Context: an optimization exercise on an open-source flow, tuned for a short achievable clock period and few clock cycles. The choices shown serve that exercise and are no tape-out recipe. Function was not checked in any run shown here: the RTL went through the layout flow alone. Power is estimated from default activity; no workload was simulated.

## flow/config.mk

```make
export PLATFORM = sky130hd
export DESIGN_NAME = wh8_core
export DESIGN_NICKNAME = wh8_core
export VERILOG_FILES = /design/flow/design.v
export SDC_FILE = /design/flow/constraint.sdc
export NUM_CORES = 4
export LEC_CHECK = 0
export CAP_MARGIN = 20
export CORE_MARGIN = 2
export CORE_UTILIZATION = 30
export SETUP_SLACK_MARGIN = 3.0
export SLEW_MARGIN = 20

export DONT_USE_CELLS = sky130_fd_sc_hd__a2111o_1 sky130_fd_sc_hd__a2111o_2 sky130_fd_sc_hd__a2111o_4 sky130_fd_sc_hd__a2111oi_0 sky130_fd_sc_hd__a2111oi_1 sky130_fd_sc_hd__a2111oi_2 sky130_fd_sc_hd__a2111oi_4 sky130_fd_sc_hd__a221o_1 sky130_fd_sc_hd__a221o_2 sky130_fd_sc_hd__a221o_4 sky130_fd_sc_hd__a221oi_1 sky130_fd_sc_hd__a221oi_2 sky130_fd_sc_hd__a221oi_4 sky130_fd_sc_hd__a222oi_1 sky130_fd_sc_hd__a311o_1 sky130_fd_sc_hd__a311o_2 sky130_fd_sc_hd__a311o_4 sky130_fd_sc_hd__a311oi_1 sky130_fd_sc_hd__a311oi_2 sky130_fd_sc_hd__a311oi_4 sky130_fd_sc_hd__a32o_1 sky130_fd_sc_hd__a32o_2 sky130_fd_sc_hd__a32o_4 sky130_fd_sc_hd__a32oi_1 sky130_fd_sc_hd__a32oi_2 sky130_fd_sc_hd__a32oi_4 sky130_fd_sc_hd__a41o_1 sky130_fd_sc_hd__a41o_2 sky130_fd_sc_hd__a41o_4 sky130_fd_sc_hd__a41oi_1 sky130_fd_sc_hd__a41oi_2 sky130_fd_sc_hd__a41oi_4 sky130_fd_sc_hd__and4_1 sky130_fd_sc_hd__and4_2 sky130_fd_sc_hd__and4_4 sky130_fd_sc_hd__and4b_1 sky130_fd_sc_hd__and4b_2 sky130_fd_sc_hd__and4b_4 sky130_fd_sc_hd__and4bb_1 sky130_fd_sc_hd__and4bb_2 sky130_fd_sc_hd__and4bb_4 sky130_fd_sc_hd__nand4_1 sky130_fd_sc_hd__nand4_2 sky130_fd_sc_hd__nand4_4 sky130_fd_sc_hd__nand4b_1 sky130_fd_sc_hd__nand4b_2 sky130_fd_sc_hd__nand4b_4 sky130_fd_sc_hd__nand4bb_1 sky130_fd_sc_hd__nand4bb_2 sky130_fd_sc_hd__nand4bb_4 sky130_fd_sc_hd__nor3_1 sky130_fd_sc_hd__nor3_2 sky130_fd_sc_hd__nor3_4 sky130_fd_sc_hd__nor3b_1 sky130_fd_sc_hd__nor3b_2 sky130_fd_sc_hd__nor3b_4 sky130_fd_sc_hd__nor4_1 sky130_fd_sc_hd__nor4_2 sky130_fd_sc_hd__nor4_4 sky130_fd_sc_hd__nor4b_1 sky130_fd_sc_hd__nor4b_2 sky130_fd_sc_hd__nor4b_4 sky130_fd_sc_hd__nor4bb_1 sky130_fd_sc_hd__nor4bb_2 sky130_fd_sc_hd__nor4bb_4 sky130_fd_sc_hd__o2111a_1 sky130_fd_sc_hd__o2111a_2 sky130_fd_sc_hd__o2111a_4 sky130_fd_sc_hd__o2111ai_1 sky130_fd_sc_hd__o2111ai_2 sky130_fd_sc_hd__o2111ai_4 sky130_fd_sc_hd__o221a_1 sky130_fd_sc_hd__o221a_2 sky130_fd_sc_hd__o221a_4 sky130_fd_sc_hd__o221ai_1 sky130_fd_sc_hd__o221ai_2 sky130_fd_sc_hd__o221ai_4 sky130_fd_sc_hd__o311a_1 sky130_fd_sc_hd__o311a_2 sky130_fd_sc_hd__o311a_4 sky130_fd_sc_hd__o311ai_0 sky130_fd_sc_hd__o311ai_1 sky130_fd_sc_hd__o311ai_2 sky130_fd_sc_hd__o311ai_4 sky130_fd_sc_hd__o32a_1 sky130_fd_sc_hd__o32a_2 sky130_fd_sc_hd__o32a_4 sky130_fd_sc_hd__o32ai_1 sky130_fd_sc_hd__o32ai_2 sky130_fd_sc_hd__o32ai_4 sky130_fd_sc_hd__o41a_1 sky130_fd_sc_hd__o41a_2 sky130_fd_sc_hd__o41a_4 sky130_fd_sc_hd__o41ai_1 sky130_fd_sc_hd__o41ai_2 sky130_fd_sc_hd__o41ai_4 sky130_fd_sc_hd__or3_1 sky130_fd_sc_hd__or3_2 sky130_fd_sc_hd__or3_4 sky130_fd_sc_hd__or3b_1 sky130_fd_sc_hd__or3b_2 sky130_fd_sc_hd__or3b_4 sky130_fd_sc_hd__or4_1 sky130_fd_sc_hd__or4_2 sky130_fd_sc_hd__or4_4 sky130_fd_sc_hd__or4b_1 sky130_fd_sc_hd__or4b_2 sky130_fd_sc_hd__or4b_4 sky130_fd_sc_hd__or4bb_1 sky130_fd_sc_hd__or4bb_2 sky130_fd_sc_hd__or4bb_4 
```

## flow/constraint.sdc

```tcl
create_clock -name core_clock -period 5.0 [get_ports {clk}]
set_input_delay 1.0000 -clock core_clock [delete_from_list [all_inputs] [get_ports {clk}]]
set_output_delay 1.0000 -clock core_clock [all_outputs]
set_load 0.01 [all_outputs]
```

## flow/design.v

```verilog
module wh8_core (
    input  wire       clk,
    input  wire       rst,
    input  wire       disp_valid,
    output wire       disp_ready,
    input  wire [1:0] disp_seg,
    input  wire [7:0] disp_pc,
    input  wire [7:0] disp_acc,
    input  wire [7:0] disp_x,
    input  wire [7:0] disp_y,
    input  wire       disp_z,
    input  wire [7:0] disp_ir,
    input  wire [7:0] disp_quantum,
    output wire       mem_req,
    output wire       mem_we,
    output wire [9:0] mem_addr,
    output wire [7:0] mem_wdata,
    input  wire       mem_ack,
    input  wire [7:0] mem_rdata,
    output wire       ret_valid,
    output wire       done_valid,
    output wire [2:0] done_cause,
    output wire [7:0] r_pc,
    output wire [7:0] r_acc,
    output wire [7:0] r_x,
    output wire [7:0] r_y,
    output wire       r_z,
    output wire [7:0] r_ir,
    output reg        con_valid,
    output wire [7:0] con_data
);
    localparam [7:0] OP_BRK   = 8'h00;
    localparam [7:0] OP_ADC   = 8'h6D;
    localparam [7:0] OP_STA   = 8'h8D;
    localparam [7:0] OP_LDY_I = 8'hA0;
    localparam [7:0] OP_LDX_I = 8'hA2;
    localparam [7:0] OP_LDA_I = 8'hA9;
    localparam [7:0] OP_LDY_A = 8'hAC;
    localparam [7:0] OP_LDA_A = 8'hAD;
    localparam [7:0] OP_LDX_A = 8'hAE;
    localparam [7:0] OP_BNE   = 8'hD0;
    localparam [7:0] OP_NOP   = 8'hEA;
    localparam [7:0] OP_CPX   = 8'hEC;
    localparam [7:0] OP_INC   = 8'hEE;
    localparam [7:0] OP_SYS   = 8'hFF;
    localparam [2:0] C_QUANTUM = 3'd0;
    localparam [2:0] C_BRK     = 3'd1;
    localparam [2:0] C_ILLEGAL = 3'd3;
    localparam [2:0] C_OPSEG   = 3'd5;
    localparam [2:0] C_SYSARG  = 3'd6;
    localparam [2:0] C_STRSEG  = 3'd7;
    function [3:0] dec_tens(input [6:0] v);
        begin
            dec_tens[0] = (v == 7'd10) | (v == 7'd11) | (v == 7'd12) | (v == 7'd13) | (v == 7'd14) | (v == 7'd15) | (v == 7'd16) | (v == 7'd17) | (v == 7'd18) | (v == 7'd19) | (v == 7'd30) | (v == 7'd31) | (v == 7'd32) | (v == 7'd33) | (v == 7'd34) | (v == 7'd35) | (v == 7'd36) | (v == 7'd37) | (v == 7'd38) | (v == 7'd39) | (v == 7'd50) | (v == 7'd51) | (v == 7'd52) | (v == 7'd53) | (v == 7'd54) | (v == 7'd55) | (v == 7'd56) | (v == 7'd57) | (v == 7'd58) | (v == 7'd59) | (v == 7'd70) | (v == 7'd71) | (v == 7'd72) | (v == 7'd73) | (v == 7'd74) | (v == 7'd75) | (v == 7'd76) | (v == 7'd77) | (v == 7'd78) | (v == 7'd79) | (v == 7'd90) | (v == 7'd91) | (v == 7'd92) | (v == 7'd93) | (v == 7'd94) | (v == 7'd95) | (v == 7'd96) | (v == 7'd97) | (v == 7'd98) | (v == 7'd99);
            dec_tens[1] = (v == 7'd20) | (v == 7'd21) | (v == 7'd22) | (v == 7'd23) | (v == 7'd24) | (v == 7'd25) | (v == 7'd26) | (v == 7'd27) | (v == 7'd28) | (v == 7'd29) | (v == 7'd30) | (v == 7'd31) | (v == 7'd32) | (v == 7'd33) | (v == 7'd34) | (v == 7'd35) | (v == 7'd36) | (v == 7'd37) | (v == 7'd38) | (v == 7'd39) | (v == 7'd60) | (v == 7'd61) | (v == 7'd62) | (v == 7'd63) | (v == 7'd64) | (v == 7'd65) | (v == 7'd66) | (v == 7'd67) | (v == 7'd68) | (v == 7'd69) | (v == 7'd70) | (v == 7'd71) | (v == 7'd72) | (v == 7'd73) | (v == 7'd74) | (v == 7'd75) | (v == 7'd76) | (v == 7'd77) | (v == 7'd78) | (v == 7'd79);
            dec_tens[2] = (v == 7'd40) | (v == 7'd41) | (v == 7'd42) | (v == 7'd43) | (v == 7'd44) | (v == 7'd45) | (v == 7'd46) | (v == 7'd47) | (v == 7'd48) | (v == 7'd49) | (v == 7'd50) | (v == 7'd51) | (v == 7'd52) | (v == 7'd53) | (v == 7'd54) | (v == 7'd55) | (v == 7'd56) | (v == 7'd57) | (v == 7'd58) | (v == 7'd59) | (v == 7'd60) | (v == 7'd61) | (v == 7'd62) | (v == 7'd63) | (v == 7'd64) | (v == 7'd65) | (v == 7'd66) | (v == 7'd67) | (v == 7'd68) | (v == 7'd69) | (v == 7'd70) | (v == 7'd71) | (v == 7'd72) | (v == 7'd73) | (v == 7'd74) | (v == 7'd75) | (v == 7'd76) | (v == 7'd77) | (v == 7'd78) | (v == 7'd79);
            dec_tens[3] = (v == 7'd80) | (v == 7'd81) | (v == 7'd82) | (v == 7'd83) | (v == 7'd84) | (v == 7'd85) | (v == 7'd86) | (v == 7'd87) | (v == 7'd88) | (v == 7'd89) | (v == 7'd90) | (v == 7'd91) | (v == 7'd92) | (v == 7'd93) | (v == 7'd94) | (v == 7'd95) | (v == 7'd96) | (v == 7'd97) | (v == 7'd98) | (v == 7'd99);
        end
    endfunction
    function [3:0] dec_ones(input [6:0] v);
        begin
            dec_ones[0] = (v == 7'd1) | (v == 7'd3) | (v == 7'd5) | (v == 7'd7) | (v == 7'd9) | (v == 7'd11) | (v == 7'd13) | (v == 7'd15) | (v == 7'd17) | (v == 7'd19) | (v == 7'd21) | (v == 7'd23) | (v == 7'd25) | (v == 7'd27) | (v == 7'd29) | (v == 7'd31) | (v == 7'd33) | (v == 7'd35) | (v == 7'd37) | (v == 7'd39) | (v == 7'd41) | (v == 7'd43) | (v == 7'd45) | (v == 7'd47) | (v == 7'd49) | (v == 7'd51) | (v == 7'd53) | (v == 7'd55) | (v == 7'd57) | (v == 7'd59) | (v == 7'd61) | (v == 7'd63) | (v == 7'd65) | (v == 7'd67) | (v == 7'd69) | (v == 7'd71) | (v == 7'd73) | (v == 7'd75) | (v == 7'd77) | (v == 7'd79) | (v == 7'd81) | (v == 7'd83) | (v == 7'd85) | (v == 7'd87) | (v == 7'd89) | (v == 7'd91) | (v == 7'd93) | (v == 7'd95) | (v == 7'd97) | (v == 7'd99);
            dec_ones[1] = (v == 7'd2) | (v == 7'd3) | (v == 7'd6) | (v == 7'd7) | (v == 7'd12) | (v == 7'd13) | (v == 7'd16) | (v == 7'd17) | (v == 7'd22) | (v == 7'd23) | (v == 7'd26) | (v == 7'd27) | (v == 7'd32) | (v == 7'd33) | (v == 7'd36) | (v == 7'd37) | (v == 7'd42) | (v == 7'd43) | (v == 7'd46) | (v == 7'd47) | (v == 7'd52) | (v == 7'd53) | (v == 7'd56) | (v == 7'd57) | (v == 7'd62) | (v == 7'd63) | (v == 7'd66) | (v == 7'd67) | (v == 7'd72) | (v == 7'd73) | (v == 7'd76) | (v == 7'd77) | (v == 7'd82) | (v == 7'd83) | (v == 7'd86) | (v == 7'd87) | (v == 7'd92) | (v == 7'd93) | (v == 7'd96) | (v == 7'd97);
            dec_ones[2] = (v == 7'd4) | (v == 7'd5) | (v == 7'd6) | (v == 7'd7) | (v == 7'd14) | (v == 7'd15) | (v == 7'd16) | (v == 7'd17) | (v == 7'd24) | (v == 7'd25) | (v == 7'd26) | (v == 7'd27) | (v == 7'd34) | (v == 7'd35) | (v == 7'd36) | (v == 7'd37) | (v == 7'd44) | (v == 7'd45) | (v == 7'd46) | (v == 7'd47) | (v == 7'd54) | (v == 7'd55) | (v == 7'd56) | (v == 7'd57) | (v == 7'd64) | (v == 7'd65) | (v == 7'd66) | (v == 7'd67) | (v == 7'd74) | (v == 7'd75) | (v == 7'd76) | (v == 7'd77) | (v == 7'd84) | (v == 7'd85) | (v == 7'd86) | (v == 7'd87) | (v == 7'd94) | (v == 7'd95) | (v == 7'd96) | (v == 7'd97);
            dec_ones[3] = (v == 7'd8) | (v == 7'd9) | (v == 7'd18) | (v == 7'd19) | (v == 7'd28) | (v == 7'd29) | (v == 7'd38) | (v == 7'd39) | (v == 7'd48) | (v == 7'd49) | (v == 7'd58) | (v == 7'd59) | (v == 7'd68) | (v == 7'd69) | (v == 7'd78) | (v == 7'd79) | (v == 7'd88) | (v == 7'd89) | (v == 7'd98) | (v == 7'd99);
        end
    endfunction
    reg st_idle;    
    reg st_f;       
    reg st_a1;      
    reg st_a2;      
    reg st_d;       
    reg st_w;       
    reg st_s1;      
    reg st_s2;      
    reg st_fz;      
    reg [7:0] pc, x, y, ir;    
    reg       z;
    reg       x_is1, x_is2;    
    reg [1:0] seg;
    reg [7:0] qleft;      
    reg       q_is1, q_is2;    
    reg       qinf;       
    reg [7:0] a1_a, a1_b;      
    reg       a_ff;       
    reg [7:0] incv;       
    reg       i_two;      
    reg       i_bne, i_ldai, i_ldxi, i_ldyi;
    reg       i_lda, i_ldx, i_ldy, i_adc, i_cpx, i_sta, i_inc;
    reg [7:0] lo;
    reg [1:0] d_h;
    reg [6:0] d_r;
    reg [2:0] fcause_r;
    reg       d_n3, d_n1;      
    reg       s1_two;          
    reg       s1_first;        
    reg [7:0] ch3;
    reg       ret_r, done_r, rdy_r, req_r, we_r;
    reg [2:0] o_cause;
    reg [1:0] o_seg;
    reg [7:0] oa_a, oa_b;      
    reg [7:0] op_a, op_b;      
    reg [7:0] oc_a, oc_b;      
    reg [7:0] o_wdata, o_x, o_y, o_ir, o_con;
    reg       o_z;
    assign mem_req    = req_r;
    assign mem_we     = we_r;
    wire [7:0] addr  = oa_a | oa_b;
    wire [7:0] addr1 = a1_a | a1_b;
    wire [7:0] acc   = oc_a | oc_b;
    assign mem_addr   = {o_seg, addr};
    assign mem_wdata  = o_wdata;
    assign disp_ready = rdy_r;
    assign ret_valid  = ret_r;
    assign done_valid = done_r;
    assign done_cause = o_cause;
    assign r_pc  = op_a | op_b;
    assign r_acc = acc;
    assign r_x   = o_x;
    assign r_y   = o_y;
    assign r_z   = o_z;
    assign r_ir  = o_ir;
    assign con_data = o_con;
    wire [7:0] rd  = mem_rdata;
    wire       ack = mem_ack;
    wire d_brk  = (rd == OP_BRK);
    wire d_nop  = (rd == OP_NOP);
    wire d_sys  = (rd == OP_SYS);
    wire d_bne  = (rd == OP_BNE);
    wire d_ldai = (rd == OP_LDA_I);
    wire d_ldxi = (rd == OP_LDX_I);
    wire d_ldyi = (rd == OP_LDY_I);
    wire d_lda  = (rd == OP_LDA_A);
    wire d_ldx  = (rd == OP_LDX_A);
    wire d_ldy  = (rd == OP_LDY_A);
    wire d_adc  = (rd == OP_ADC);
    wire d_cpx  = (rd == OP_CPX);
    wire d_sta  = (rd == OP_STA);
    wire d_inc  = (rd == OP_INC);
    wire d_one  = d_bne | d_ldai | d_ldxi | d_ldyi;
    wire d_two  = d_lda | d_ldx | d_ldy | d_adc | d_cpx | d_sta | d_inc;
    wire d_args = d_one | d_two;
    wire rd_nz  = |rd;
    wire [7:0] addr2 = addr1 + 8'd1;
    wire [7:0] tgt   = addr1 + rd;
    wire [8:0] tgt1w = {addr1, 1'b1} + {rd, 1'b1};
    wire [7:0] tgt1  = tgt1w[8:1];
    wire       taken = i_bne & ~z;
    wire qlast   = ~qinf & (ret_r ? q_is2 : q_is1);
    wire f_go    = st_f & ack;
    wire retire  = (f_go & (d_nop | (d_sys & x_is1 & d_n1))) | (st_a1 & ack & ~i_two) |
                   (st_d & ack & ~i_inc) | (st_w & ack) | (st_s1 & ~s1_two) |
                   (st_s2 & ack & ~rd_nz);
    wire fault   = (f_go & ~(d_args | d_nop | (d_sys & (x_is1 | x_is2)))) |
                   (st_a2 & ack & rd_nz) | (st_s2 & ack & rd_nz & a_ff);
    wire [2:0] fcause = st_a2 ? C_OPSEG : st_s2 ? C_STRSEG :
                        d_brk ? C_BRK : d_sys ? C_SYSARG : C_ILLEGAL;
    wire stop_q  = retire & qlast;
    wire start   = st_idle & disp_valid;
    always @(posedge clk) begin
        if (rst) begin
            st_idle <= 1'b1;
            st_f    <= 1'b0;
            st_a1   <= 1'b0;
            st_a2   <= 1'b0;
            st_d    <= 1'b0;
            st_w    <= 1'b0;
            st_s1   <= 1'b0;
            st_s2   <= 1'b0;
            st_fz   <= 1'b0;
            req_r   <= 1'b0;
            we_r    <= 1'b0;
            ret_r   <= 1'b0;
            done_r  <= 1'b0;
            rdy_r   <= 1'b1;
            con_valid <= 1'b0;
        end else begin
            st_idle <= (st_idle & ~disp_valid) | st_fz | stop_q;
            rdy_r   <= (st_idle & ~disp_valid) | st_fz | stop_q;
            req_r   <= start | (req_r & ~st_fz & ~stop_q);
            st_fz   <= fault;
            st_f    <= start | (st_f & ~ack) | (retire & ~qlast);
            st_a1   <= (st_a1 & ~ack) | (f_go & d_args);
            st_a2   <= (st_a2 & ~ack) | (st_a1 & ack & i_two);
            st_d    <= (st_d & ~ack) | (st_a2 & ack & ~rd_nz);
            st_w    <= (st_w & ~ack) | (st_d & ack & i_inc);
            st_s1   <= (f_go & d_sys & x_is1 & ~d_n1) | (st_s1 & s1_two);
            s1_first <= st_f;
            st_s2   <= (st_s2 & ~(ack & (~rd_nz | a_ff))) | (f_go & d_sys & x_is2);
            we_r    <= (st_a2 & ack & i_sta & ~rd_nz) | (st_d & ~ack & we_r) |
                       (st_d & ack & i_inc) | (st_w & ~ack);
            ret_r   <= retire;
            done_r  <= st_fz | stop_q;
            con_valid <= (f_go & d_sys & x_is1) | st_s1 | (st_s2 & ack & rd_nz & ~a_ff);
        end
    end
    wire       tk      = st_a1 & taken;                     
    wire       fs2     = st_f & d_sys & x_is2;              
    wire       s2c     = st_s2 & rd_nz;                     
    wire       pc_en   = start | st_f | st_a1 | st_a2;
    wire [7:0] pc_e    = start ? disp_pc : addr1;
    wire       ir_en   = start | st_f;
    wire [7:0] ir_d    = start ? disp_ir : rd;
    wire       adc_go  = st_d & i_adc & ack;
    wire       acc_en  = start | (st_a1 & i_ldai) | (st_d & i_lda) | adc_go;
    wire [7:0] acc_sum = acc + rd;
    wire [7:0] acc_d   = start ? disp_acc : rd;
    wire       x_en    = start | (st_a1 & i_ldxi) | (st_d & i_ldx);
    wire [7:0] x_d     = start ? disp_x : rd;
    wire       y_en    = start | (st_a1 & i_ldyi) | (st_d & i_ldy);
    wire [7:0] y_d     = start ? disp_y : rd;
    wire       z_en    = start | (st_d & i_cpx);
    wire       z_d     = start ? disp_z : (rd == x);
    wire       addr_en = start | (ack & (st_f | st_a1 | st_a2 | st_w | st_s2 | (st_d & ~i_inc)));
    wire [7:0] addr_e  = start ? disp_pc : st_a2 ? lo : (st_f | st_a1) ? addr1 : pc;
    wire [7:0] addr1_e = start ? disp_pc + 8'd1 : st_a2 ? lo + 8'd1 : (st_f | st_a1) ? addr2 : pc + 8'd1;
    wire [7:0] addr1_d = (fs2 | s2c) ? (st_f ? y + 8'd1 : addr2) : addr1_e;   
    wire [7:0] oaddr_e = addr_en ? addr_e : st_s1 ? pc : addr;
    wire [7:0] oaddr_d = (ack & (fs2 | s2c)) ? (st_f ? y : addr1) : oaddr_e;   
    wire [1:0] seg_d   = start ? disp_seg : seg;
    wire [7:0] inc_d   = rd + 8'd1;
    wire       inc_now = st_d & ack & i_inc;
    wire [7:0] q_d     = start ? disp_quantum : qleft - 8'd1;
    always @(posedge clk) begin
        if (pc_en)  pc  <= pc_e;
        if (ir_en)  ir  <= ir_d;
        if (x_en) begin
            x     <= x_d;
            x_is1 <= (x_d == 8'd1);
            x_is2 <= (x_d == 8'd2);
        end
        if (y_en) begin
            y    <= y_d;
            d_h  <= (y_d >= 8'd200) ? 2'd2 : (y_d >= 8'd100) ? 2'd1 : 2'd0;
            d_n3 <= (y_d >= 8'd100);
            d_n1 <= (y_d < 8'd10);
        end
        if (z_en)   z   <= z_d;
        if (start)  seg <= disp_seg;
        a1_b  <= (addr_en & tk) ? tgt1 : 8'd0;
        a1_a  <= (addr_en & tk) ? 8'd0 : addr_en ? addr1_d : addr + 8'd1;
        if (addr_en) a_ff <= st_f ? (y == 8'hFF) : (addr1 == 8'hFF);
        if (st_d & i_inc) incv <= inc_d;
        if (start | ret_r) begin
            qleft <= q_d;
            q_is1 <= start ? (disp_quantum == 8'd1) : (qleft == 8'd2);
            q_is2 <= start ? (disp_quantum == 8'd2) : (qleft == 8'd3);
        end
        if (start) qinf <= (disp_quantum == 8'd0);
        if (st_f) begin
            i_two  <= d_two;
            i_bne  <= d_bne;
            i_ldai <= d_ldai;
            i_ldxi <= d_ldxi;
            i_ldyi <= d_ldyi;
            i_lda  <= d_lda;
            i_ldx  <= d_ldx;
            i_ldy  <= d_ldy;
            i_adc  <= d_adc;
            i_cpx  <= d_cpx;
            i_sta  <= d_sta;
            i_inc  <= d_inc;
        end
        if (st_a1) lo <= rd;
        if (st_f) d_r <= y[6:0] - (d_h[1] ? 7'd72 : d_h[0] ? 7'd100 : 7'd0);
        if (st_f | st_s1) s1_two <= st_f & d_n3;
        if (st_s1) ch3 <= {4'h3, dec_ones(d_r)};
        if (~st_fz) fcause_r <= fcause;
        op_b    <= tk ? tgt : 8'd0;
        op_a    <= tk ? 8'd0 : st_fz ? 8'd0 : pc_en ? pc_e : pc;
        o_ir    <= st_fz ? 8'd0 : ir_en  ? ir_d  : ir;
        oc_b    <= adc_go ? acc_sum : 8'd0;
        oc_a    <= adc_go ? 8'd0 : st_fz ? 8'd0 : acc_en ? acc_d : acc;
        o_x     <= st_fz ? 8'd0 : x_en   ? x_d   : x;
        o_y     <= st_fz ? 8'd0 : y_en   ? y_d   : y;
        o_z     <= st_fz ? 1'b0 : z_en   ? z_d   : z;
        o_seg   <= seg_d;
        oa_b    <= (ack & tk) ? tgt : 8'd0;
        oa_a    <= (ack & tk) ? 8'd0 : oaddr_d;
        o_wdata <= inc_now ? inc_d : st_w ? incv : acc;
        o_cause <= st_fz ? fcause_r : C_QUANTUM;
        o_con   <= st_f  ? {4'h3, d_n3 ? {2'b00, d_h} : d_n1 ? y[3:0] : dec_tens(y[6:0])} :
                   st_s1 ? (s1_first ? {4'h3, d_n3 ? dec_tens(d_r) : dec_ones(d_r)} : ch3) : rd;
    end
endmodule
```

## flow/flow/run.sh

```bash
#!/bin/bash
# Layout flow: the standard flow (standard.sh), with slow many-input OR/NOR,
# AOI/OAI and AND4/NAND4 cells added to the platform's don't-use list so that
# synthesis maps the logic to faster cells. Flip-flop mapping is unchanged,
# so the registers are the standard synthesis's. Each tool's output is kept
# in orfs/logs/; make's own output goes to flow_make.log.
set -euo pipefail
here="$(pwd)"
cells="$(cat flow/dont_use.txt)"
printf '\nexport DONT_USE_CELLS = %s\n' "$cells" >> config.mk
bash standard.sh > "$here/flow_make.log" 2>&1
```

## flow/flow/dont_use.txt

```
sky130_fd_sc_hd__a2111o_1 sky130_fd_sc_hd__a2111o_2 sky130_fd_sc_hd__a2111o_4 sky130_fd_sc_hd__a2111oi_0 sky130_fd_sc_hd__a2111oi_1 sky130_fd_sc_hd__a2111oi_2 sky130_fd_sc_hd__a2111oi_4 sky130_fd_sc_hd__a221o_1 sky130_fd_sc_hd__a221o_2 sky130_fd_sc_hd__a221o_4 sky130_fd_sc_hd__a221oi_1 sky130_fd_sc_hd__a221oi_2 sky130_fd_sc_hd__a221oi_4 sky130_fd_sc_hd__a222oi_1 sky130_fd_sc_hd__a311o_1 sky130_fd_sc_hd__a311o_2 sky130_fd_sc_hd__a311o_4 sky130_fd_sc_hd__a311oi_1 sky130_fd_sc_hd__a311oi_2 sky130_fd_sc_hd__a311oi_4 sky130_fd_sc_hd__a32o_1 sky130_fd_sc_hd__a32o_2 sky130_fd_sc_hd__a32o_4 sky130_fd_sc_hd__a32oi_1 sky130_fd_sc_hd__a32oi_2 sky130_fd_sc_hd__a32oi_4 sky130_fd_sc_hd__a41o_1 sky130_fd_sc_hd__a41o_2 sky130_fd_sc_hd__a41o_4 sky130_fd_sc_hd__a41oi_1 sky130_fd_sc_hd__a41oi_2 sky130_fd_sc_hd__a41oi_4 sky130_fd_sc_hd__and4_1 sky130_fd_sc_hd__and4_2 sky130_fd_sc_hd__and4_4 sky130_fd_sc_hd__and4b_1 sky130_fd_sc_hd__and4b_2 sky130_fd_sc_hd__and4b_4 sky130_fd_sc_hd__and4bb_1 sky130_fd_sc_hd__and4bb_2 sky130_fd_sc_hd__and4bb_4 sky130_fd_sc_hd__nand4_1 sky130_fd_sc_hd__nand4_2 sky130_fd_sc_hd__nand4_4 sky130_fd_sc_hd__nand4b_1 sky130_fd_sc_hd__nand4b_2 sky130_fd_sc_hd__nand4b_4 sky130_fd_sc_hd__nand4bb_1 sky130_fd_sc_hd__nand4bb_2 sky130_fd_sc_hd__nand4bb_4 sky130_fd_sc_hd__nor3_1 sky130_fd_sc_hd__nor3_2 sky130_fd_sc_hd__nor3_4 sky130_fd_sc_hd__nor3b_1 sky130_fd_sc_hd__nor3b_2 sky130_fd_sc_hd__nor3b_4 sky130_fd_sc_hd__nor4_1 sky130_fd_sc_hd__nor4_2 sky130_fd_sc_hd__nor4_4 sky130_fd_sc_hd__nor4b_1 sky130_fd_sc_hd__nor4b_2 sky130_fd_sc_hd__nor4b_4 sky130_fd_sc_hd__nor4bb_1 sky130_fd_sc_hd__nor4bb_2 sky130_fd_sc_hd__nor4bb_4 sky130_fd_sc_hd__o2111a_1 sky130_fd_sc_hd__o2111a_2 sky130_fd_sc_hd__o2111a_4 sky130_fd_sc_hd__o2111ai_1 sky130_fd_sc_hd__o2111ai_2 sky130_fd_sc_hd__o2111ai_4 sky130_fd_sc_hd__o221a_1 sky130_fd_sc_hd__o221a_2 sky130_fd_sc_hd__o221a_4 sky130_fd_sc_hd__o221ai_1 sky130_fd_sc_hd__o221ai_2 sky130_fd_sc_hd__o221ai_4 sky130_fd_sc_hd__o311a_1 sky130_fd_sc_hd__o311a_2 sky130_fd_sc_hd__o311a_4 sky130_fd_sc_hd__o311ai_0 sky130_fd_sc_hd__o311ai_1 sky130_fd_sc_hd__o311ai_2 sky130_fd_sc_hd__o311ai_4 sky130_fd_sc_hd__o32a_1 sky130_fd_sc_hd__o32a_2 sky130_fd_sc_hd__o32a_4 sky130_fd_sc_hd__o32ai_1 sky130_fd_sc_hd__o32ai_2 sky130_fd_sc_hd__o32ai_4 sky130_fd_sc_hd__o41a_1 sky130_fd_sc_hd__o41a_2 sky130_fd_sc_hd__o41a_4 sky130_fd_sc_hd__o41ai_1 sky130_fd_sc_hd__o41ai_2 sky130_fd_sc_hd__o41ai_4 sky130_fd_sc_hd__or3_1 sky130_fd_sc_hd__or3_2 sky130_fd_sc_hd__or3_4 sky130_fd_sc_hd__or3b_1 sky130_fd_sc_hd__or3b_2 sky130_fd_sc_hd__or3b_4 sky130_fd_sc_hd__or4_1 sky130_fd_sc_hd__or4_2 sky130_fd_sc_hd__or4_4 sky130_fd_sc_hd__or4b_1 sky130_fd_sc_hd__or4b_2 sky130_fd_sc_hd__or4b_4 sky130_fd_sc_hd__or4bb_1 sky130_fd_sc_hd__or4bb_2 sky130_fd_sc_hd__or4bb_4 
```

## flow/standard.sh

```bash
#!/bin/bash
# synth_recipe.tcl (not shown) runs the flow's synth.tcl, then flattens the netlist and writes it again
# the make line also repeats each setting of config.mk as NAME=value (left out here)
make -C /OpenROAD-flow-scripts/flow DESIGN_CONFIG=/design/flow/config.mk WORK_HOME=/design/flow/orfs CLKGATE_MAP_FILE= SYNTH_SCRIPT=/design/flow/synth_recipe.tcl "${@:-finish}"
```

==> metrics.md, run 1 <==
| Metric | Value |
|---|---|
| P_leak | `6.55 nW` |
| Core region area | `39,700 sq um` |
| Power per cell area | `371 nW/um^2` |
| Layout fillers | `roughly 3,900` |
| Crit path capture type | `output pin` |
| Crit path launch | `oa_b[6]` |
| Simple-Gate Fraction of Synth Area | `0.224` |
| Asr flop ratio synth | `0` |
| Worst R2R End | `oc_b[6]` |
| Compound-Gate Fraction of Synth Area | `0.181` |
| Min-delay worst type | `reg2reg` |
| Detailed Place HPWL | `29.4 mm` |
| FF+latch area | `5100 sq um` |
| Hold Crit Start | `fcause_r[1]` |
| Synth Area in Adders | `0.0427` |
| Max-cap violations | `0` |
| RSZ-0062 raised after global routing | `yes` |
| Max incr delay on CP | `0.33 ns` |
| CTS tree | `built` |
| Post-Synthesis Cells | `1,401` |
| Final ANT Viol Nets | `0` |
| Setup crit start kind | `flip-flop` |
| Syn nets | `1,502` |
| Post-synth EDFFs | `64` |
| Slew @ Worst Pin | `approximately 0.65 ns` |
| Synth warn | `1` |
| RR Startpoint | `oc_a[0]` |
| Total CTS buffers | `26` |
| Vias per Instance | `approximately 5.3` |
| Crit Path Class | `reg2out` |
| Die ar. | `41,900 sq um` |
| Total number of vias | `between 10,000 and 15,000` |
| F_max | `0.443 GHz` |
| CP max FO | `2` |
| Post-synth top area cell | `dfxtp_1` |
| Cell variety after synth | `53` |
| Final Max Slew Viols | `0` |
| Die Ht | `205 microns` |
| Clk buf depth | `3` |
| Final-report hold violation count | `0` |
| Setup_tns | `0 ns` |
| WP data arrival | `1.26 ns` |
| CTS clk-pin slew, worst paths | `0.06 ns` |
| Largest cells by area after synthesis | `dfxtp_1, edfxtp_1, a21oi_1` |
| Rows | `73` |
| First drt pass iteration count | `6` |
| Post-Syn Area | `12,100 sq um` |
| Synth Area in XOR/XNOR | `0.0544` |
| Vias in the first global route | `10,800` |
| Post-synth top flop | `dfxtp_1` |
| Slew HR | `0.566` |
| Sequential share of the synthesized area | `0.416` |
| Total Nets Final | `1,691` |
| Gr usage total | `0.199` |
| CP Capture Point | `mem_addr[6]` |
| I/O pin total | `139` |
| R2R depth | `10` |
| WL final | `43.4 mm` |
| Top-count cell post-synth | `dfxtp_1` |
| Synth cell count leaders | `dfxtp_1, nor2_1, nand2_1` |
| Antenna violations before repair | `0` |
| Fin crit period | `2.26 ns` |
| Share of cells above drive strength 1 | `0.281` |
| Worst path required time | `4.00 ns` |
| Port Buf Inserts | `around 140` |
| Worst R2R Setup Slack | `roughly 2.9 ns` |
| Final GP Congestion | `around 0.94` |
| Status | `no timing/DRC/antenna violations` |
| Flops & latches, synth | `219` |
| Critical path's slowest cell | `dfxtp_2` |
| Initial core utilization | `0.304` |
| Antenna cell count | `0` |
| Die X | `between 200 and 250 microns` |
| Max VDD drop | `0.279 mV` |
| Clock skew | `0.0129 ns` |
| Mapped Avg Cell Area | `8.62 sq um` |
| Post-synth top area share | `0.257` |
| Main combinational cell family by area after synthesis | `simple AND/OR/NAND/NOR gates` |
| Root Buffer | `clkbuf_16` |
| DR WL/cell | `20.4 microns` |
| Remaining Overflow, GRT | `0` |
| Worst skew pair latency | `about 0.55 ns` |
| Crit path cell chain | `or2_4 > buf_6` |
| Layout area overhead | `35.5%` |
| Final setup fails | `0` |
| Clock tree sinks | `219` |
| First-pass GRT wire length | `64.9 mm` |
| Number of DRC markers in iteration 0 | `867` |
| Tot Pwr | `0.00608 W` |
| Mux contribution to synthesized area | `0.0360` |
| H-tree Lvls | `1` |
| Largest net degree at the start of global routing | `58` |
| DRC | `0` |
| Post-CTS Hold Fix Bufs | `0` |
| Period utilization | `0.451` |
| Area of the multi-input gates | `7230 sq um` |
[flip-flops by register name (all words and copies together) (netlist names), 3 cells and up]
register / count
o_ir: 8
d_r: 7
x: 8
lo: 8
ch3: 4
fcause_r: 3
o_wdata: 8
oa_b: 8
qleft: 8
o_cause: 3
oc_a: 8
y: 8
a1_b: 8
oa_a: 8
ir: 8
incv: 8
o_con: 8
o_x: 8
a1_a: 8
pc: 8
op_a: 8
oc_b: 8
op_b: 8
o_y: 8
[area by class of cell]
class                           instances  share of cell area
Sequential cell                       219               0.312
Clock inverter                         11             0.00551
Inverter                               48              0.0135
Tap cell                              525              0.0401
Clock buffer                           34              0.0435
Multi-Input combinational cell       1052               0.442
Timing Repair Buffer                  243               0.143
[per-stage QoR]
stage                     setup WS, ns  area (sq um)  std cells  hold slack (ns)   util
after floorplan                   2.46         12400       1401            0.426      -
after detailed placement          1.31         14100       1995            0.456  0.354
after global placement            1.38         14100       1995            0.456  0.354
final                             2.74         16400       2132            0.452  0.412
after CTS                         2.73         15600       2088            0.458  0.392
after global routing              2.73         16400       2132            0.497  0.412
[logic make-up (layout without fill, tap and decap cells)]
| group | Yosys count | after routing |
|---|---|---|
| DFF | 219 | 219 |
| xor gates and xnor gates | 75 | 75 |
| buffers and inverters | 132 | 336 |
| adders and majority gates | 39 | 39 |
| AOI/OAI and AO/OA | 352 | 353 |
| muxes | 43 | 43 |
| and+or+nand+nor | 541 | 542 |
[worst min-delay path by stage]
stage / endpoint / slack (ns) / cells past startpoint
after floorplan: o_cause[0] / 0.43 / 1
after global placement: o_cause[0] / 0.46 / 1
after CTS: o_cause[1] / 0.46 / 1
after detailed placement: o_cause[0] / 0.46 / 1
after global routing: o_cause[0] / 0.50 / 1
final: o_cause[1] / 0.45 / 1
[critical path, delay by kind of cell, from the launching register on]
kind / cells / cell delay [ns]
buffers and inverters: 1 / 0.13
flip-flops: 1 / 0.33
AND/OR/NAND/NOR: 1 / 0.25
[power breakdown]
| part | switching [W] | leakage, nW | total, W | internal, W |
|---|---|---|---|---|
| Clock | 0.000772 | 0.378 | 0.00182 | 0.00105 |
| Combinational | 0.00106 | 4.27 | 0.00205 | 0.000999 |
| Sequential | 0.000166 | 1.91 | 0.00220 | 0.00203 |
| Total | 0.00199 | 6.55 | 0.00608 | 0.00408 |
[cell usage in the layout (no fill, tap or decap), drive strengths merged, types with 9 or more instances in the layout]
| master | n |
|---|---|
| buf | 187 |
| dfxtp | 155 |
| nor2 | 148 |
| nand2 | 114 |
| a21oi | 111 |
| o21ai | 72 |
| edfxtp | 64 |
| and2 | 62 |
| nand3 | 58 |
| clkdlybuf4s50 | 45 |
| inv | 45 |
| xnor2 | 41 |
| mux2i | 40 |
| and3 | 40 |
| or2 | 40 |
| clkbuf | 36 |
| nand2b | 34 |
| xor2 | 34 |
| ha | 34 |
| a31oi | 30 |
| o211ai | 28 |
| nor2b | 25 |
| o22ai | 16 |
| nand3b | 13 |
| a211o | 13 |
| a21o | 12 |
| a211oi | 12 |
| a22oi | 9 |
| o31ai | 9 |
[metal layers]
metal | up-vias | wire (microns) | global-route usage
met5 | - | 0 | 0
met4 | 0 | 1210 | 0.0621
met3 | 80 | 2610 | 0.0272
met2 | 464 | 20700 | 0.338
met1 | 5379 | 18900 | 0.261
li1 | 5275 | - | -
[repair_timing]
| action | 4_1_cts | 5_1_grt |
|---|---|---|
| buffers inserted | 45 | 42 |
| resized for setup | 555 | 111 |
| setup endpoints to repair | 287 | 132 |
| cloned | 3 | 2 |
| endpoints found under the hold margin | 0 | 0 |
| pin swaps | 44 | 44 |
==> run 2, diff against run 1 <==
--- a/flow/config.mk
+++ b/flow/config.mk
@@ -9,3 +9,3 @@
 export CORE_MARGIN = 2
-export CORE_UTILIZATION = 30
+export CORE_UTILIZATION = 40
 export SETUP_SLACK_MARGIN = 3.0
==> metrics.md, run 2 <==
| Metric | Value |
|---|---|
| Status | `no timing/DRC/antenna violations` |
| Synth cell count leaders | `dfxtp_1, nor2_1, nand2_1` |
| Core region area | `about 30,000 sq um` |
| Flops & latches, synth | `about 220` |
| Die ar. | `31,600 sq um` |
| Remaining Overflow, GRT | `0` |
| Number of DRC markers in iteration 0 | `approximately 1,100` |
| Mapped Avg Cell Area | `~8.6 sq um` |
| Setup_tns | `0 ns` |
| First-pass GRT wire length | `63.6 mm` |
| Clk buf depth | `3` |
| Most common cell after layout, fill and taps aside | `nor2_1` |
| Die Ht | `178 microns` |
| Post-synth top flop | `dfxtp_1` |
| Comb pwr share | `0.324` |
| Layout area overhead | `35.2%` |
| Final setup fails | `0` |
| Rows | `63` |
| CP max FO | `2` |
| Initial core utilization | `0.406` |
| Largest net degree at the start of global routing | `between 50 and 60` |
| Port Buf Inserts | `between 100 and 150` |
| Post-DP Area | `13,900 sq um` |
| Vias in the first global route | `11,000` |
| Sequential share of the synthesized area | `0.416` |
| Asr flop ratio synth | `0` |
| Setup crit start kind | `flip-flop` |
| DR WL/cell | `20.8 microns` |
| Antenna violations before repair | `0` |
| Gr usage total | `0.260` |
| Post-CTS Hold Fix Bufs | `0` |
| Reported net switching power | `0.00197 W` |
| Non-Filler Instances | `between 2,000 and 2,500` |
| Worst path required time | `roughly 4 ns` |
| Period utilization | `0.450` |
| Detailed Place HPWL | `28.7 mm` |
| Max VDD drop | `0.287 mV` |
| DP Cell Count | `~1,900` |
| Int Power | `0.00407 W` |
| Post-Synthesis Cells | `between 1,000 and 1,500` |
| Post-Syn Area | `around 12,000 sq um` |
| Slew @ Worst Pin | `0.708 ns` |
| Share of cells above drive strength 1 | `0.294` |
| Total Nets Final | `1,714` |
| Final instance area | `between 15,000 and 20,000 sq um` |
| Max-cap violations | `0` |
| DRC | `0` |
| Syn nets | `around 1,500` |
| Crit Path Class | `reg2out` |
| Post-synth top area share | `0.257` |
| Die X | `178 microns` |
| Antenna cell count | `0` |
| Root Buffer | `clkbuf_16` |
| P_leak | `6.70 nW` |
| Worst skew pair latency | `0.53 ns` |
| Total CTS buffers | `25` |
| Final Max Slew Viols | `0` |
| Clk network pwr share | `0.314` |
| Final Hold Slack | `0.473 ns` |
| Largest cells by area after synthesis | `dfxtp_1, edfxtp_1, a21oi_1` |
| Post-synth EDFFs | `64` |
| H-tree Lvls | `1` |
| Seq pwr share | `0.362` |
| Final GP Congestion | `just over 0.9` |
| WP data arrival | `1.25 ns` |
| CTS tree | `built` |
| Total number of vias | `11,300` |
| Commonest non-fill, non-tap cells in the layout | `nor2_1, dfxtp_1, nand2_1` |
| I/O pin total | `139` |
| Worst setup margin | `2.75 ns` |
| RSZ-0062 raised after global routing | `yes` |
| Power per cell area | `370 nW/um^2` |
| First drt pass iteration count | `6` |
| Place WS | `1.27 ns` |
| Min-delay worst type | `reg2reg` |
| Vias per Instance | `5.57` |
| Final ANT Viol Nets | `0` |
| F_max | `0.444 GHz` |
| Switching fraction of total power | `0.326` |
| CTS clk-pin slew, worst paths | `0.06 ns` |
| WL final | `42.0 mm` |
| Synth warn | `1` |
| Slew HR | `0.526` |
| Clock tree sinks | `between 200 and 250` |
| Crit path capture type | `output pin` |
| Top-count cell post-synth | `dfxtp_1` |
| Cell variety after synth | `53` |
| Fin crit period | `2.25 ns` |
| Post-synth top area cell | `dfxtp_1` |
| Final-report hold violation count | `0` |
| Clock skew | `0.0127 ns` |
run 2: changes by cell type in the layout (fill, tap and decap cells not counted), moves of 4 or more:
cell	change
buf_2	+24
buf_4	+18
buf_6	-17
buf_8	+4
clkbuf_1	-5
clkinvlp_4	-4
dfxtp_1	+19
dfxtp_2	-20
nand3_1	-7
nand3_2	+5
nor2_1	+4
o21ai_0	-7
o21ai_2	+6
run 2: path summary, 6_finish.rpt:
check / from / end / slack, ns / depth (start not counted)
min reg2reg: fcause_r[0] / o_cause[0] / 0.47 / 1
max reg2reg: a1_b[2] / a1_b[6] / 2.87 / 8
max: oa_b[7] / mem_addr[7] / 2.75 / 2
min: fcause_r[0] / o_cause[0] / 0.47 / 1
run 2: power groups by stage:
stage	Clock (W)	Combinational, W	Sequential [W]
finish	0.00190	0.00196	0.00219
global route	0.00200	0.00211	0.00221
CTS	0.00192	0.00181	0.00218
detailed placement	0	0.00161	0.00223
global placement	0	0.00161	0.00223
floorplan	0	0.00108	0.00217
run 2: metrics by stage:
| step | power (W) | util |
|---|---|---|
| 2_1_floorplan | 0.00324 | - |
| 3_3_place_gp | 0.00385 | 0.469 |
| 3_5_place_dp | 0.00385 | 0.469 |
| 4_1_cts | 0.00591 | 0.525 |
| 5_1_grt | 0.00632 | 0.549 |
| 6_report | 0.00604 | 0.549 |
run 2: area by class of cell:
| class | count | area, sq um |
|---|---|---|
| inverter | 48 | 216 |
| fill | 2714 | 13400 |
| timing repair buffer | 267 | 2340 |
| tap | 390 | 488 |
| multi-input combinational | 1052 | 7340 |
| sequential | 219 | 5080 |
| clock buffer | 32 | 746 |
| clock inverter | 13 | 108 |
run 2: cells by family after synthesis:
group	after synthesis	synth area share
and+or+nand+nor	541	0.224
AOI/OAI and AO/OA	352	0.181
DFF	219	0.416
buffers and inverters	132	0.0456
xor gates and xnor gates	75	0.0544
muxes	43	0.0360
adders and majority gates	39	0.0427
run 2: critical path, stage by stage, from the launching register on:
cell and delay (ns):
dfxtp_2 0.34, or2_4 0.26, buf_6 0.12
run 2: timing repair:
action	in CTS	in global routing
endpoints found under the setup margin	276	111
buffers inserted	77	34
pin swaps	59	64
gates resized for setup	534	114
cloned	2	0
run 2: routing by layer:
layer,wire length [microns],global-route usage
met4,1030,0.0710
met2,19800,0.429
met1,18300,0.356
met5,0,0
met3,2870,0.0375
==> run 3, diff against run 2 <==
--- a/flow/design.v
+++ b/flow/design.v
@@ -76,3 +76,3 @@
     reg st_fz;      
-    reg [7:0] pc, x, y, ir;    
+    reg [7:0] pc, acc, x, y, ir;
     reg       z;
@@ -83,3 +83,4 @@
     reg       qinf;       
-    reg [7:0] a1_a, a1_b;      
+    reg [7:0] addr;
+    reg [7:0] addr1;      
     reg       a_ff;       
@@ -99,7 +100,4 @@
     reg [2:0] o_cause;
-    reg [1:0] o_seg;
-    reg [7:0] oa_a, oa_b;      
-    reg [7:0] op_a, op_b;      
-    reg [7:0] oc_a, oc_b;      
-    reg [7:0] o_wdata, o_x, o_y, o_ir, o_con;
+    reg [9:0] o_addr;
+    reg [7:0] o_wdata, o_pc, o_acc, o_x, o_y, o_ir, o_con;
     reg       o_z;
@@ -107,6 +105,3 @@
     assign mem_we     = we_r;
-    wire [7:0] addr  = oa_a | oa_b;
-    wire [7:0] addr1 = a1_a | a1_b;
-    wire [7:0] acc   = oc_a | oc_b;
-    assign mem_addr   = {o_seg, addr};
+    assign mem_addr   = o_addr;
     assign mem_wdata  = o_wdata;
@@ -116,4 +111,4 @@
     assign done_cause = o_cause;
-    assign r_pc  = op_a | op_b;
-    assign r_acc = acc;
+    assign r_pc  = o_pc;
+    assign r_acc = o_acc;
     assign r_x   = o_x;
@@ -201,2 +196,3 @@
     wire [7:0] pc_e    = start ? disp_pc : addr1;
+    wire [7:0] pc_d    = tk ? tgt : pc_e;
     wire       ir_en   = start | st_f;
@@ -206,3 +202,3 @@
     wire [7:0] acc_sum = acc + rd;
-    wire [7:0] acc_d   = start ? disp_acc : rd;
+    wire [7:0] acc_d   = (st_d & i_adc) ? acc_sum : start ? disp_acc : rd;
     wire       x_en    = start | (st_a1 & i_ldxi) | (st_d & i_ldx);
@@ -215,6 +211,7 @@
     wire [7:0] addr_e  = start ? disp_pc : st_a2 ? lo : (st_f | st_a1) ? addr1 : pc;
+    wire [7:0] addr_d  = tk ? tgt : (fs2 | s2c) ? (st_f ? y : addr1) : addr_e;
     wire [7:0] addr1_e = start ? disp_pc + 8'd1 : st_a2 ? lo + 8'd1 : (st_f | st_a1) ? addr2 : pc + 8'd1;
-    wire [7:0] addr1_d = (fs2 | s2c) ? (st_f ? y + 8'd1 : addr2) : addr1_e;   
+    wire [7:0] addr1_d = tk ? tgt1 : (fs2 | s2c) ? (st_f ? y + 8'd1 : addr2) : addr1_e;
     wire [7:0] oaddr_e = addr_en ? addr_e : st_s1 ? pc : addr;
-    wire [7:0] oaddr_d = (ack & (fs2 | s2c)) ? (st_f ? y : addr1) : oaddr_e;   
+    wire [7:0] oaddr_d = (ack & tk) ? tgt : (ack & (fs2 | s2c)) ? (st_f ? y : addr1) : oaddr_e;
     wire [1:0] seg_d   = start ? disp_seg : seg;
@@ -224,4 +221,5 @@
     always @(posedge clk) begin
-        if (pc_en)  pc  <= pc_e;
+        if (pc_en)  pc  <= pc_d;
         if (ir_en)  ir  <= ir_d;
+        if (acc_en) acc <= acc_d;
         if (x_en) begin
@@ -239,5 +237,7 @@
         if (start)  seg <= disp_seg;
-        a1_b  <= (addr_en & tk) ? tgt1 : 8'd0;
-        a1_a  <= (addr_en & tk) ? 8'd0 : addr_en ? addr1_d : addr + 8'd1;
-        if (addr_en) a_ff <= st_f ? (y == 8'hFF) : (addr1 == 8'hFF);
+        if (addr_en) begin
+            addr  <= addr_d;
+            addr1 <= addr1_d;
+            a_ff  <= st_f ? (y == 8'hFF) : (addr1 == 8'hFF);
+        end
         if (st_d & i_inc) incv <= inc_d;
@@ -268,7 +268,5 @@
         if (~st_fz) fcause_r <= fcause;
-        op_b    <= tk ? tgt : 8'd0;
-        op_a    <= tk ? 8'd0 : st_fz ? 8'd0 : pc_en ? pc_e : pc;
+        o_pc    <= tk ? tgt : st_fz ? 8'd0 : pc_en ? pc_e : pc;
         o_ir    <= st_fz ? 8'd0 : ir_en  ? ir_d  : ir;
-        oc_b    <= adc_go ? acc_sum : 8'd0;
-        oc_a    <= adc_go ? 8'd0 : st_fz ? 8'd0 : acc_en ? acc_d : acc;
+        o_acc   <= adc_go ? acc_sum : st_fz ? 8'd0 : acc_en ? acc_d : acc;
         o_x     <= st_fz ? 8'd0 : x_en   ? x_d   : x;
@@ -276,5 +274,3 @@
         o_z     <= st_fz ? 1'b0 : z_en   ? z_d   : z;
-        o_seg   <= seg_d;
-        oa_b    <= (ack & tk) ? tgt : 8'd0;
-        oa_a    <= (ack & tk) ? 8'd0 : oaddr_d;
+        o_addr  <= {seg_d, oaddr_d};
         o_wdata <= inc_now ? inc_d : st_w ? incv : acc;
==> flow/flow/dont_use.txt (replaced) <==
sky130_fd_sc_hd__a2111o_1 sky130_fd_sc_hd__a2111o_2 sky130_fd_sc_hd__a2111o_4 sky130_fd_sc_hd__a2111oi_0 sky130_fd_sc_hd__a2111oi_1 sky130_fd_sc_hd__a2111oi_2 sky130_fd_sc_hd__a2111oi_4 sky130_fd_sc_hd__a221o_1 sky130_fd_sc_hd__a221o_2 sky130_fd_sc_hd__a221o_4 sky130_fd_sc_hd__a221oi_1 sky130_fd_sc_hd__a221oi_2 sky130_fd_sc_hd__a221oi_4 sky130_fd_sc_hd__a222oi_1 sky130_fd_sc_hd__a311o_1 sky130_fd_sc_hd__a311o_2 sky130_fd_sc_hd__a311o_4 sky130_fd_sc_hd__a311oi_1 sky130_fd_sc_hd__a311oi_2 sky130_fd_sc_hd__a311oi_4 sky130_fd_sc_hd__a32o_1 sky130_fd_sc_hd__a32o_2 sky130_fd_sc_hd__a32o_4 sky130_fd_sc_hd__a32oi_1 sky130_fd_sc_hd__a32oi_2 sky130_fd_sc_hd__a32oi_4 sky130_fd_sc_hd__a41o_1 sky130_fd_sc_hd__a41o_2 sky130_fd_sc_hd__a41o_4 sky130_fd_sc_hd__a41oi_1 sky130_fd_sc_hd__a41oi_2 sky130_fd_sc_hd__a41oi_4 sky130_fd_sc_hd__and4_1 sky130_fd_sc_hd__and4_2 sky130_fd_sc_hd__and4_4 sky130_fd_sc_hd__and4b_1 sky130_fd_sc_hd__and4b_2 sky130_fd_sc_hd__and4b_4 sky130_fd_sc_hd__and4bb_1 sky130_fd_sc_hd__and4bb_2 sky130_fd_sc_hd__and4bb_4 sky130_fd_sc_hd__nand4_1 sky130_fd_sc_hd__nand4_2 sky130_fd_sc_hd__nand4_4 sky130_fd_sc_hd__nand4b_1 sky130_fd_sc_hd__nand4b_2 sky130_fd_sc_hd__nand4b_4 sky130_fd_sc_hd__nand4bb_1 sky130_fd_sc_hd__nand4bb_2 sky130_fd_sc_hd__nand4bb_4 sky130_fd_sc_hd__nor3_1 sky130_fd_sc_hd__nor3_2 sky130_fd_sc_hd__nor3_4 sky130_fd_sc_hd__nor3b_1 sky130_fd_sc_hd__nor3b_2 sky130_fd_sc_hd__nor3b_4 sky130_fd_sc_hd__nor4_1 sky130_fd_sc_hd__nor4_2 sky130_fd_sc_hd__nor4_4 sky130_fd_sc_hd__nor4b_1 sky130_fd_sc_hd__nor4b_2 sky130_fd_sc_hd__nor4b_4 sky130_fd_sc_hd__nor4bb_1 sky130_fd_sc_hd__nor4bb_2 sky130_fd_sc_hd__nor4bb_4 sky130_fd_sc_hd__o2111a_1 sky130_fd_sc_hd__o2111a_2 sky130_fd_sc_hd__o2111a_4 sky130_fd_sc_hd__o2111ai_1 sky130_fd_sc_hd__o2111ai_2 sky130_fd_sc_hd__o2111ai_4 sky130_fd_sc_hd__o221a_1 sky130_fd_sc_hd__o221a_2 sky130_fd_sc_hd__o221a_4 sky130_fd_sc_hd__o221ai_1 sky130_fd_sc_hd__o221ai_2 sky130_fd_sc_hd__o221ai_4 sky130_fd_sc_hd__o311a_1 sky130_fd_sc_hd__o311a_2 sky130_fd_sc_hd__o311a_4 sky130_fd_sc_hd__o311ai_0 sky130_fd_sc_hd__o311ai_1 sky130_fd_sc_hd__o311ai_2 sky130_fd_sc_hd__o311ai_4 sky130_fd_sc_hd__o32a_1 sky130_fd_sc_hd__o32a_2 sky130_fd_sc_hd__o32a_4 sky130_fd_sc_hd__o32ai_1 sky130_fd_sc_hd__o32ai_2 sky130_fd_sc_hd__o32ai_4 sky130_fd_sc_hd__o41a_1 sky130_fd_sc_hd__o41a_2 sky130_fd_sc_hd__o41a_4 sky130_fd_sc_hd__o41ai_1 sky130_fd_sc_hd__o41ai_2 sky130_fd_sc_hd__o41ai_4 sky130_fd_sc_hd__or3_1 sky130_fd_sc_hd__or3_2 sky130_fd_sc_hd__or3_4 sky130_fd_sc_hd__or3b_1 sky130_fd_sc_hd__or3b_2 sky130_fd_sc_hd__or3b_4 sky130_fd_sc_hd__or4_1 sky130_fd_sc_hd__or4_2 sky130_fd_sc_hd__or4_4 sky130_fd_sc_hd__or4b_1 sky130_fd_sc_hd__or4b_2 sky130_fd_sc_hd__or4b_4 sky130_fd_sc_hd__or4bb_1 sky130_fd_sc_hd__or4bb_2 sky130_fd_sc_hd__or4bb_4  sky130_fd_sc_hd__fa_1 sky130_fd_sc_hd__fa_2 sky130_fd_sc_hd__fa_4 
==> flow/config.mk (replaced) <==
export PLATFORM = sky130hd
export DESIGN_NAME = wh8_core
export DESIGN_NICKNAME = wh8_core
export VERILOG_FILES = /design/flow/design.v
export SDC_FILE = /design/flow/constraint.sdc
export NUM_CORES = 4
export LEC_CHECK = 0
export CAP_MARGIN = 20
export CORE_MARGIN = 2
export CORE_UTILIZATION = 40
export SETUP_SLACK_MARGIN = 3.0
export SLEW_MARGIN = 20

export DONT_USE_CELLS = sky130_fd_sc_hd__a2111o_1 sky130_fd_sc_hd__a2111o_2 sky130_fd_sc_hd__a2111o_4 sky130_fd_sc_hd__a2111oi_0 sky130_fd_sc_hd__a2111oi_1 sky130_fd_sc_hd__a2111oi_2 sky130_fd_sc_hd__a2111oi_4 sky130_fd_sc_hd__a221o_1 sky130_fd_sc_hd__a221o_2 sky130_fd_sc_hd__a221o_4 sky130_fd_sc_hd__a221oi_1 sky130_fd_sc_hd__a221oi_2 sky130_fd_sc_hd__a221oi_4 sky130_fd_sc_hd__a222oi_1 sky130_fd_sc_hd__a311o_1 sky130_fd_sc_hd__a311o_2 sky130_fd_sc_hd__a311o_4 sky130_fd_sc_hd__a311oi_1 sky130_fd_sc_hd__a311oi_2 sky130_fd_sc_hd__a311oi_4 sky130_fd_sc_hd__a32o_1 sky130_fd_sc_hd__a32o_2 sky130_fd_sc_hd__a32o_4 sky130_fd_sc_hd__a32oi_1 sky130_fd_sc_hd__a32oi_2 sky130_fd_sc_hd__a32oi_4 sky130_fd_sc_hd__a41o_1 sky130_fd_sc_hd__a41o_2 sky130_fd_sc_hd__a41o_4 sky130_fd_sc_hd__a41oi_1 sky130_fd_sc_hd__a41oi_2 sky130_fd_sc_hd__a41oi_4 sky130_fd_sc_hd__and4_1 sky130_fd_sc_hd__and4_2 sky130_fd_sc_hd__and4_4 sky130_fd_sc_hd__and4b_1 sky130_fd_sc_hd__and4b_2 sky130_fd_sc_hd__and4b_4 sky130_fd_sc_hd__and4bb_1 sky130_fd_sc_hd__and4bb_2 sky130_fd_sc_hd__and4bb_4 sky130_fd_sc_hd__nand4_1 sky130_fd_sc_hd__nand4_2 sky130_fd_sc_hd__nand4_4 sky130_fd_sc_hd__nand4b_1 sky130_fd_sc_hd__nand4b_2 sky130_fd_sc_hd__nand4b_4 sky130_fd_sc_hd__nand4bb_1 sky130_fd_sc_hd__nand4bb_2 sky130_fd_sc_hd__nand4bb_4 sky130_fd_sc_hd__nor3_1 sky130_fd_sc_hd__nor3_2 sky130_fd_sc_hd__nor3_4 sky130_fd_sc_hd__nor3b_1 sky130_fd_sc_hd__nor3b_2 sky130_fd_sc_hd__nor3b_4 sky130_fd_sc_hd__nor4_1 sky130_fd_sc_hd__nor4_2 sky130_fd_sc_hd__nor4_4 sky130_fd_sc_hd__nor4b_1 sky130_fd_sc_hd__nor4b_2 sky130_fd_sc_hd__nor4b_4 sky130_fd_sc_hd__nor4bb_1 sky130_fd_sc_hd__nor4bb_2 sky130_fd_sc_hd__nor4bb_4 sky130_fd_sc_hd__o2111a_1 sky130_fd_sc_hd__o2111a_2 sky130_fd_sc_hd__o2111a_4 sky130_fd_sc_hd__o2111ai_1 sky130_fd_sc_hd__o2111ai_2 sky130_fd_sc_hd__o2111ai_4 sky130_fd_sc_hd__o221a_1 sky130_fd_sc_hd__o221a_2 sky130_fd_sc_hd__o221a_4 sky130_fd_sc_hd__o221ai_1 sky130_fd_sc_hd__o221ai_2 sky130_fd_sc_hd__o221ai_4 sky130_fd_sc_hd__o311a_1 sky130_fd_sc_hd__o311a_2 sky130_fd_sc_hd__o311a_4 sky130_fd_sc_hd__o311ai_0 sky130_fd_sc_hd__o311ai_1 sky130_fd_sc_hd__o311ai_2 sky130_fd_sc_hd__o311ai_4 sky130_fd_sc_hd__o32a_1 sky130_fd_sc_hd__o32a_2 sky130_fd_sc_hd__o32a_4 sky130_fd_sc_hd__o32ai_1 sky130_fd_sc_hd__o32ai_2 sky130_fd_sc_hd__o32ai_4 sky130_fd_sc_hd__o41a_1 sky130_fd_sc_hd__o41a_2 sky130_fd_sc_hd__o41a_4 sky130_fd_sc_hd__o41ai_1 sky130_fd_sc_hd__o41ai_2 sky130_fd_sc_hd__o41ai_4 sky130_fd_sc_hd__or3_1 sky130_fd_sc_hd__or3_2 sky130_fd_sc_hd__or3_4 sky130_fd_sc_hd__or3b_1 sky130_fd_sc_hd__or3b_2 sky130_fd_sc_hd__or3b_4 sky130_fd_sc_hd__or4_1 sky130_fd_sc_hd__or4_2 sky130_fd_sc_hd__or4_4 sky130_fd_sc_hd__or4b_1 sky130_fd_sc_hd__or4b_2 sky130_fd_sc_hd__or4b_4 sky130_fd_sc_hd__or4bb_1 sky130_fd_sc_hd__or4bb_2 sky130_fd_sc_hd__or4bb_4  sky130_fd_sc_hd__fa_1 sky130_fd_sc_hd__fa_2 sky130_fd_sc_hd__fa_4 
==> metrics.md, run 3 <==
| Metric | Value |
|---|---|
| Slew @ Worst Pin | `approximately 0.77 ns` |
| Synth warn | `1` |
| CP Capture Point | `o_acc[4]` |
| Tot Pwr | `between 0.005 and 0.006 W` |
| Comb pwr share | `0.295` |
| Crit path capture type | `flip-flop` |
| Antenna cell count | `0` |
| Switching fraction of total power | `0.311` |
| Root Buffer | `clkbuf_16` |
| Rows | `62` |
| Post-Syn Area | `around 12,000 sq um` |
| First drt pass iteration count | `5` |
| I/O pin total | `139` |
| Syn nets | `1,455` |
| Top delay family on crit path | `compound AO/OA/AOI/OAI gates` |
| Final ANT Viol Nets | `0` |
| Clock skew | `0.0155 ns` |
| Critical path depth | `11` |
| Worst R2R Setup Slack | `about 2.9 ns` |
| Mapped Avg Cell Area | `8.74 sq um` |
| Die X | `176 microns` |
| Crit path launch | `mem_rdata[0]` |
| Fin crit period | `2.21 ns` |
| Initial core utilization | `0.409` |
| Post-CTS Hold Fix Bufs | `0` |
| Top-count cell post-synth | `nor2_1` |
| Post-synth top area share | `0.223` |
| Setup_tns | `0 ns` |
| Die Ht | `176 microns` |
| Crit Path Class | `in2reg` |
| RR Startpoint | `addr1[4]` |
| Port Buf Inserts | `138` |
| Die ar. | `31,000 sq um` |
| Total number of vias | `11,200` |
| Commonest non-fill, non-tap cells in the layout | `nor2_1, nand2_1, a21oi_1` |
| RSZ-0062 raised after global routing | `yes` |
| Antenna violations before repair | `0` |
| Setup crit start kind | `primary input` |
| Sequential share of the synthesized area | `0.418` |
| Worst R2R End | `addr[6]` |
| CTS clk-pin slew, worst paths | `0.06 ns` |
| Final setup fails | `0` |
| Post-synth top flop | `dfxtp_1` |
| Gr usage total | `0.260` |
| DRC | `0` |
| Final Hold Slack | `around 0.46 ns` |
| Max incr delay on CP | `about 0.27 ns` |
| Int Power | `approximately 0.0039 W` |
| DR WL/cell | `roughly 21 microns` |
| Slew HR | `0.478` |
| Min-delay worst type | `reg2reg` |
| Max VDD drop | `roughly 0.25 mV` |
| Core region area | `28,900 sq um` |
| Flops & latches, synth | `203` |
| Detailed Place HPWL | `27.6 mm` |
| First-pass GRT wire length | `62.1 mm` |
| Vias in the first global route | `10,500` |
| Total Nets Final | `1,664` |
| Synth cell count leaders | `nor2_1, a21oi_1, nand2_1` |
| CTS tree | `built` |
| Seq pwr share | `0.376` |
| Status | `no timing/DRC/antenna violations` |
| Period utilization | `0.442` |
| Final-report hold violation count | `0` |
| Post-synth EDFFs | `88` |
| Max reg flops | `9` |
| Final GP Congestion | `0.918` |
| Most flops, register | `o_addr` |
| R2R depth | `7` |
| Worst path required time | `5.41 ns` |
| Power per cell area | `345 nW/um^2` |
| Reported net switching power | `0.00174 W` |
| Remaining Overflow, GRT | `0` |
| Clock tree sinks | `203` |
| Post-synth top area cell | `edfxtp_1` |
| Max-cap violations | `0` |
| Most common cell after layout, fill and taps aside | `nor2_1` |
| Number of DRC markers in iteration 0 | `1,060` |
| Vias per Instance | `between 5 and 6` |
| Largest net degree at the start of global routing | `47` |
| Buf+Inv Stages, Crit Path | `3` |
| Largest cells by area after synthesis | `edfxtp_1, dfxtp_1, a21oi_1` |
| H-tree Lvls | `1` |
| Crit path cell chain | `buf_6 > buf_12 > buf_12 > ha_4 > ha_4 > o21ai_4 > nand2_1 > a211o_1 > a31oi_1 > o21ai_1 > a21o_1` |
| Clk buf depth | `3` |
| Share of cells above drive strength 1 | `0.295` |
| Total CTS buffers | `24` |
| WP data arrival | `2.62 ns` |
| Worst skew pair latency | `0.53 ns` |
| Critical path's slowest cell | `a211o_1` |
| Layout area overhead | `37.0%` |
| Post-Synthesis Cells | `1,355` |
| F_max | `about 0.45 GHz` |
| Clk network pwr share | `0.329` |
| Asr flop ratio synth | `0` |
| WL final | `41.9 mm` |
| Cell variety after synth | `55` |
| CP max FO | `5` |
| P_leak | `6.35 nW` |
| Final Max Slew Viols | `0` |
run 3: how the worst min path moves through the flow:
stage / startpoint / endpoint / slack [ns] / cells after the start
final: fcause_r[2] / o_cause[2] / 0.46 / 1
after global routing: fcause_r[0] / o_cause[0] / 0.49 / 1
after CTS: fcause_r[2] / o_cause[2] / 0.47 / 1
after detailed placement: fcause_r[0] / o_cause[0] / 0.44 / 1
after global placement: fcause_r[1] / o_cause[1] / 0.45 / 1
after floorplan: fcause_r[0] / o_cause[0] / 0.43 / 1
run 3: cell type report:
cell class	instances	area (sq um)
clock buffers	40	764
clock inverters	4	73.8
fillers	2558	12700
inverters	38	184
multi-input cells	1035	7460
flip-flops and latches	203	4990
well taps	384	480
repair buffers	262	2260
run 3: stage by stage:
| step | util | area [sq um] | setup WS, ns | instances |
|---|---|---|---|---|
| after floorplan | - | 12500 | 2.56 | 1355 |
| after global placement | 0.481 | 13900 | 1.26 | 1813 |
| after detailed placement | 0.481 | 13900 | 1.21 | 1813 |
| after CTS | 0.536 | 15500 | 2.79 | 1934 |
| after global routing | 0.560 | 16200 | 2.72 | 1966 |
| final | 0.560 | 16200 | 2.79 | 1966 |
run 3: cells by family after synthesis:
family                     after synthesis  share of synthesized area
DFF                                    203                      0.418
xor gates and xnor gates                70                     0.0518
AOI/OAI and AO/OA                      401                      0.204
muxes                                   57                     0.0495
adders and majority gates               38                     0.0399
buffers and inverters                  122                     0.0460
and+or+nand+nor                        464                      0.191
run 3: power groups by stage:
stage	Clock [W]	Sequential, W	Combinational, W
global placement	0	0.00216	0.00134
finish	0.00184	0.00210	0.00165
global route	0.00195	0.00212	0.00177
CTS	0.00188	0.00210	0.00148
detailed placement	0	0.00216	0.00135
floorplan	0	0.00212	0.000873
run 3: metal layers:
layer | wire length [microns] | share of wire | GRT usage
met1 | 18400 | 0.44 | 0.368
met2 | 18200 | 0.43 | 0.396
met3 | 3980 | 0.095 | 0.0590
met4 | 1350 | 0.032 | 0.0764
met5 | 0 | 0 | 0
run 3: timing repair:
item	4_1_cts	5_1_grt
cloned	6	1
resized for setup	481	123
setup endpoints to repair	281	110
setup buffers	71	31
pin swaps	54	57
run 3: worst register-to-register path, stage by stage (launching register included):
cell      delay [ns]
edfxtp_1        0.60
ha_4            0.41
and3_4          0.23
a31oi_4         0.10
xor2_1          0.16
buf_4           0.15
or2_4           0.24
o21ai_2         0.06

==> re-timing with driven ports <==
In the flow no input, the clock included, has a driving cell. The finished layouts below were timed again as built, in two steps. Step 1 (the two cells are an assumption about what drives the block):
set clk [get_ports {clk}]
set_driving_cell -lib_cell sky130_fd_sc_hd__clkbuf_16 $clk
set_driving_cell -lib_cell sky130_fd_sc_hd__buf_2 [delete_from_list [all_inputs] $clk]
Step 2 times the ports against the registers' clock, not the clock port: input delays grow and output delays shrink by t, the midpoint of the rising clock arrivals with the driver on. Three values: no drivers, after step 1, after step 2; two values: the first two.
run | shift t [ns] | setup slack, ns | slew at the worst register clock pin (ns) | worst data-port slew with drivers (ns)
run 1 | 0.591 | 2.743 / 2.696 / 2.291 | 0.07 / 0.07 | 0.16
run 2 | 0.573 | 2.749 / 2.696 / 2.199 | 0.07 / 0.07 | 0.08
run 3 | 0.570 | 2.792 / 2.807 / 2.237 | 0.06 / 0.06 | 0.06
After both steps setup and hold are still met in every run listed. The setup slack of run 3, which loses most, moves by +0.015 ns with the drivers and by -0.555 ns with both steps.
